What follows belongs to an exercise in optimizing a design on an open flow for small area; a production flow would make more cautious choices. Function not checked in this run: the RTL went through the layout flow alone. Power and IR drop assume default switching activity.

`design/flow/run.sh`:
```
#!/bin/bash
# synth_recipe.tcl (not shown) runs the flow's synth.tcl, then flattens the netlist and writes it again
# the make line also repeats each setting of config.mk as NAME=value (left out here)
make -C /OpenROAD-flow-scripts/flow DESIGN_CONFIG=/design/flow/config.mk WORK_HOME=/design/flow/orfs CLKGATE_MAP_FILE= SYNTH_SCRIPT=/design/flow/synth_recipe.tcl finish
```
`design/flow/config.mk`:
```
export PLATFORM = sky130hd
export DESIGN_NAME = pocsag_rx
export DESIGN_NICKNAME = pocsag_rx
export VERILOG_FILES = /design/flow/design.v
export SDC_FILE = /design/flow/constraint.sdc
export NUM_CORES = 4
export LEC_CHECK = 0
export CAP_MARGIN = 20
export CORE_MARGIN = 2
export CORE_UTILIZATION = 40
export PLACE_DENSITY = 0.6
export SLEW_MARGIN = 20
```
`design/flow/constraint.sdc`:
```
create_clock -name core_clock -period 10.0 [get_ports {clk}]
set_input_delay 2.0000 -clock core_clock [delete_from_list [all_inputs] [get_ports {clk}]]
set_output_delay 2.0000 -clock core_clock [all_outputs]
set_load 0.01 [all_outputs]
```
`design/flow/design.v`:
```
module pocsag_rx (
    input  wire        clk,
    input  wire        rst,         
    input  wire [15:0] thresh,      
    input  wire        parity_en,   
    input  wire        in_valid,
    input  wire        in_bit,
    output reg         out_valid,
    output reg  [1:0]  out_kind,
    output reg  [22:0] out_data
);
    localparam [31:0] SYNC_CW = 32'h7CD215D8;
    localparam [31:0] IDLE_CW = 32'h7A89C197;
    localparam [1:0] K_PAGE = 2'd0, K_CHAR = 2'd1, K_BEND = 2'd2;
    localparam [1:0] C_ERR = 2'd0, C_IDLE = 2'd1, C_ADDR = 2'd2, C_MSG = 2'd3;
    function [9:0] bch_syn;
        input [30:0] w;   
        integer i;
        reg [9:0] r;
        reg fb;
        begin
            r = 10'd0;
            for (i = 30; i >= 0; i = i - 1) begin
                fb = r[9];
                r  = {r[8:0], w[i]};
                if (fb) r = r ^ 10'h369;
            end
            bch_syn = r;
        end
    endfunction
    reg  [30:0] win;        
    reg  [5:0]  win_cnt;    
    reg         in_batch;
    reg  [8:0]  bit_idx;    
    reg  [31:0] cw_mem [0:15];
    wire [31:0] win_next = {win, in_bit};
    reg  [5:0]  match_cnt;
    integer j;
    always @* begin
        match_cnt = 6'd0;
        for (j = 0; j < 32; j = j + 1)
            match_cnt = match_cnt + {5'd0, ~(win_next[j] ^ SYNC_CW[j])};
    end
    wire window_full = (win_cnt >= 6'd31);
    wire qualifies   = window_full && ({match_cnt, 10'd0} >= thresh);
    wire batch_done  = in_valid && in_batch && (bit_idx == 9'd511);
    always @(posedge clk) begin
        if (rst) begin
            win_cnt  <= 6'd0;
            in_batch <= 1'b0;
            bit_idx  <= 9'd0;
        end else if (in_valid) begin
            win <= win_next[30:0];
            if (in_batch) begin
                if (bit_idx[4:0] == 5'd31)
                    cw_mem[bit_idx[8:5]] <= win_next;
                bit_idx <= bit_idx + 9'd1;
                if (bit_idx == 9'd511) begin
                    in_batch <= 1'b0;
                    win_cnt  <= 6'd0;
                end
            end else if (qualifies) begin
                in_batch <= 1'b1;
                bit_idx  <= 9'd0;
                win_cnt  <= 6'd0;
            end else if (win_cnt != 6'd32) begin
                win_cnt <= win_cnt + 6'd1;
            end
        end
    end
    localparam [1:0] E_IDLE = 2'd0, E_CW = 2'd1, E_CHAR = 2'd2, E_END = 2'd3;
    reg  [1:0]  est;
    reg  [3:0]  ek;         
    reg         active;     
    reg  [25:0] acc;        
    reg  [4:0]  acc_cnt;
    reg  [31:0] cw_raw;
    reg  [31:0] cw_fix;
    reg  [1:0]  cls;
    reg  [9:0]  syn;
    reg         ok;
    integer p;
    always @* begin
        cw_raw = cw_mem[ek];
        syn    = bch_syn(cw_raw[31:1]);
        cw_fix = cw_raw;
        ok     = (syn == 10'd0);
        for (p = 11; p <= 30; p = p + 1) begin
            if (!ok && syn == bch_syn(31'd1 << (p - 1))) begin
                cw_fix = cw_raw ^ (32'd1 << p);
                ok     = 1'b1;
            end
        end
        if (parity_en && ^cw_fix)
            ok = 1'b0;
        if (!ok)
            cls = C_ERR;
        else if (cw_fix == IDLE_CW)
            cls = C_IDLE;
        else if (!cw_fix[31])
            cls = C_ADDR;
        else
            cls = C_MSG;
    end
    reg  [19:0] msg_bits;
    integer t;
    always @* begin
        for (t = 0; t < 20; t = t + 1)
            msg_bits[t] = cw_fix[30 - t];
    end
    wire [25:0] acc_merged = acc | ({6'd0, msg_bits} << acc_cnt);
    always @(posedge clk) begin
        out_valid <= 1'b0;
        if (rst) begin
            est     <= E_IDLE;
            ek      <= 4'd0;
            active  <= 1'b0;
            acc_cnt <= 5'd0;
        end else begin
            case (est)
                E_IDLE: begin
                    if (batch_done) begin
                        est    <= E_CW;
                        ek     <= 4'd0;
                        active <= 1'b0;
                    end
                end
                E_CW: begin
                    case (cls)
                        C_ADDR: begin
                            out_valid <= 1'b1;
                            out_kind  <= K_PAGE;
                            out_data  <= {cw_fix[12:11], cw_fix[30:13], ek[3:1]};
                            active    <= 1'b1;
                            acc       <= 26'd0;
                            acc_cnt   <= 5'd0;
                        end
                        C_MSG: begin
                            if (active) begin
                                acc     <= acc_merged;
                                acc_cnt <= acc_cnt + 5'd20;
                            end
                        end
                        default: active <= 1'b0;
                    endcase
                    if (cls == C_MSG && active)
                        est <= E_CHAR;
                    else if (ek == 4'd15)
                        est <= E_END;
                    else
                        ek <= ek + 4'd1;
                end
                E_CHAR: begin
                    if (acc_cnt >= 5'd7) begin
                        out_valid <= 1'b1;
                        out_kind  <= K_CHAR;
                        out_data  <= {16'd0, acc[6:0]};
                        acc       <= acc >> 7;
                        acc_cnt   <= acc_cnt - 5'd7;
                    end else if (ek == 4'd15) begin
                        est <= E_END;
                    end else begin
                        est <= E_CW;
                        ek  <= ek + 4'd1;
                    end
                end
                E_END: begin
                    out_valid <= 1'b1;
                    out_kind  <= K_BEND;
                    out_data  <= 23'd0;
                    est       <= E_IDLE;
                end
            endcase
        end
    end
endmodule
```
==> flow_metrics.tcl <==
set metrics [dict create \
    worstPathRequired_ns 10.28 \
    die_width_um 274 \
    ys_dominant_reg_cell "edfxtp_1" \
    timing_hold_violations_final 0 \
    irDropWorstVdd_v 0.000125 \
    leakage_nw 10.7 \
    timing.setup.tns_ns 0 \
    grt.met2_usage 0.326 \
    synth_most_common_cell "edfxtp_1" \
    layout-drive-gt1-share 0.215 \
    synth_top_area_share 0.612 \
    synth_enable_flop_cells 594 \
    initial_utilization 0.402 \
    worstHoldPathType "reg2reg" \
    clk_transition_reported_paths_ns 0.06 \
    clock_sinks 627 \
    tritoncts "yes" \
    antenna_found_initial 0 \
    worst_slew_pin_slew_ns 1.09 \
    vias 16200 \
    detail_route.vias_per_cell 5.69 \
    design.die.area_um2 75100 \
    drcViolationCount 0 \
    m1_gr_usage 0.265 \
    grtUsageMet3 0.0333 \
    ff_latch_area_um2 18500 \
    grt.total_usage 0.195 \
    cellPowerDensity_nw_per_um2 179 \
    slew_headroom 0.274 \
    synthesis.area_um2 29200 \
    wirelength_mm 72.0 \
    drt_iter0_drc 1563 \
    place.port_buffers 46 \
    final_max_slew_viol_count 0 \
    timing.fmax_mhz 119 \
    rows 99 \
    numPlacedInstances 2722 \
    layoutNonFillerInstCount 2844 \
    drt_pass1_iterations 5 \
    critPathMaxFanout 39 \
    filler_cell_count 6284 \
    area_delta_synth_final_pct 13.7 \
    htree_num_levels 3 \
    ys_top_cells_by_count "edfxtp_1 (594), mux4_2 (146), nand2_1 (90)" \
    postRouteAntennaNets 0 \
    skew_pair_late_insertion_delay_ns 0.63 \
    asyncSetResetFlopFracSynth 0 \
    synth_area_leaders "edfxtp_1 (61%), mux4_2 (11%), dfxtp_1 (2.3%)" \
    synth.net_count 1835 \
    netlist.top_cell.by_area "edfxtp_1" \
    ys_seq_elements 627 \
    pin_count 47 \
    hold_buffers 0 \
    grt_overflow 0 \
    syn-instance-count 1748 \
    final.period_utilization 0.837 \
    outcome "no timing/DRC/antenna violations" \
    timing.critical_path.to_type "register" \
    gp_congestion 0.884 \
    syn_area_per_cell_um2 16.7 \
    antennaDiodeCount 0 \
    post-cts-setup-buffer-count 0 \
    grt_start_max_net_pins 61 \
    core_area_um2 72600 \
    synth_warn 1 \
    fp.dieH_um 274 \
    cts-root-to-sink-buffers 3 \
    cts_made_buffers 69 \
    rsz0062_at_grt "no" \
    cp_data_arrival_time_ns 8.65 \
    maxCapViolCount 0 \
    number_of_global_route_vias_before_repair 16500 \
    timing.final.setup_violations 0 \
    detailed_place_hpwl_mm 43.5 \
    path_class "reg2reg" \
    global_route.peak_usage_layer "met2" \
    synth_cell_type_count 95 \
    detail_route.wl_per_cell_um 25.3 \
    setup.worst_path.start_class "register" \
    layout_min_cycle_time_ns 8.37 \
    multi_input_comb_area_um2 10000 \
    area_after_dpl_um2 30900 \
    grt_first_pass_wirelength_mm 108 \
    finalClockSkew_ns 0.0291 \
    synth.yosys.seq_area_share 0.634 \
    finish.net_count 1921 \
    finalInstanceArea_um2 33200 \
    clk_root_buffer_cell "clkbuf_16" \
    cts.repair.resized 0 \
]
-- final cells by class --
cell class,count,share of cell area
inverter,73,0.00826
clock inverter,38,0.0144
multi-input combinational,968,0.303
tap,959,0.0362
clock buffer,84,0.0547
sequential,627,0.558
timing repair buffer,95,0.0257
-- critical path, stage by stage, from the launching register on --
cell	delay [ns]
dfxtp_4	0.91
buf_4	0.33
mux4_2	0.52
nand2_1	0.10
nand3_2	0.23
xor2_2	0.44
xnor3_1	0.53
xnor3_2	0.44
xnor3_1	0.46
xnor2_4	0.28
mux2i_2	0.49
nor4_1	0.14
xnor2_1	0.70
inv_1	0.10
ha_1	0.33
xor2_1	0.24
xnor2_1	0.17
xnor2_1	0.15
xnor2_1	0.08
a21oi_1	0.28
o41ai_4	0.21
o21ai_2	0.35
nand2_1	0.11
nor2_2	0.10
buf_4	0.34
-- path summary, 6_finish.rpt --
check                                             start                 endpoint  slack (ns)  cells after the start
worst min register to register  bit_idx[3]$_SDFFE_PP0P_  bit_idx[3]$_SDFFE_PP0P_        0.51                      2
worst max register to register                 register        acc[15]$_DFFE_PP_        1.63                     24
worst max-delay path                           register        acc[15]$_DFFE_PP_        1.63                     24
worst min-delay path            bit_idx[3]$_SDFFE_PP0P_  bit_idx[3]$_SDFFE_PP0P_        0.51                      2
-- where the power goes --
group          internal [mW]  leakage, nW  switching, mW  total [mW]
Combinational          0.216         3.98          0.265       0.482
Clock                   1.47         1.10           1.08        2.55
Sequential              2.87         5.63         0.0280        2.90
-- per-layer routing --
metal	vias up	wire, um
met5	-	0
met4	0	1670
met3	122	4360
met2	562	35500
met1	8436	30500
li1	7053	-
-- registers in the layout, summed over array words and instances (netlist names), 4 cells and up, named ones only --
signal	cells
acc	26
acc_cnt	5
bit_idx	9
cw_mem	512
ek	4
out_data	23
win	31
win_cnt	6
-- logic make-up (layout without fill, tap and decap cells) --
group | count (synthesis) | after routing | share of synthesized area
DFF | 627 | 627 | 0.634
xor gates and xnor gates | 143 | 143 | 0.0595
buffers and inverters | 153 | 290 | 0.0263
and+or+nand+nor | 342 | 342 | 0.0610
AOI/OAI and AO/OA | 230 | 230 | 0.0554
muxes | 187 | 187 | 0.129
adders and majority gates | 66 | 66 | 0.0345
-- per-stage QoR --
step / worst slack (ns) / hold WS, ns / total power, mW / util
after floorplan: 2.10 / 0.462 / 3.31 / -
after global placement: 1.68 / 0.476 / 3.43 / 0.425
after detailed placement: 1.62 / 0.498 / 3.44 / 0.425
after CTS: 1.55 / 0.509 / 5.98 / 0.457
after global routing: 0.967 / 0.572 / 6.16 / 0.457
final: 1.63 / 0.509 / 5.93 / 0.457
-- placed cells by master, fill, tap and decap left out, types with 41 or more instances in the layout --
cell type        Yosys  layout
edfxtp_1           594     594
mux4_2             146     146
nand2_1             90      90
nor2_1              83      70
clkbuf_16            0      70
inv_1               69      69
xnor2_1             68      68
a21oi_1             56      55
buf_4                5      47
clkdlybuf4s50_1      0      46
ha_1                42      41

## static timing again, ports no longer ideal
The results above use ideal ports. As a check the final layout listed here was re-extracted and re-timed, cells and wires unchanged. Step 1 assumes that a clkbuf_16 drives the clock port and a buf_2 every other input. Step 2 moves the port delays by t, midway between the first and last clock arrival at a register: inputs arrive t later, outputs are due t later. That takes back most of the time a late clock gives input paths. Slacks: no drivers / after step 1 / after step 2; pairs: no drivers / after step 1.
t (ns): 0.676
setup slack, ns: 1.629 / 1.629 / 1.629
worst hold slack (ns): 0.509 / 0.509 / 0.509
latest minus earliest clock arrival (ns): 0.029 / 0.030
worst data-port slew with drivers (ns): 0.04
After both steps this run still meets setup and hold. The setup slack of this run moves by 0.000 ns with the drivers and by 0.000 ns with both steps.
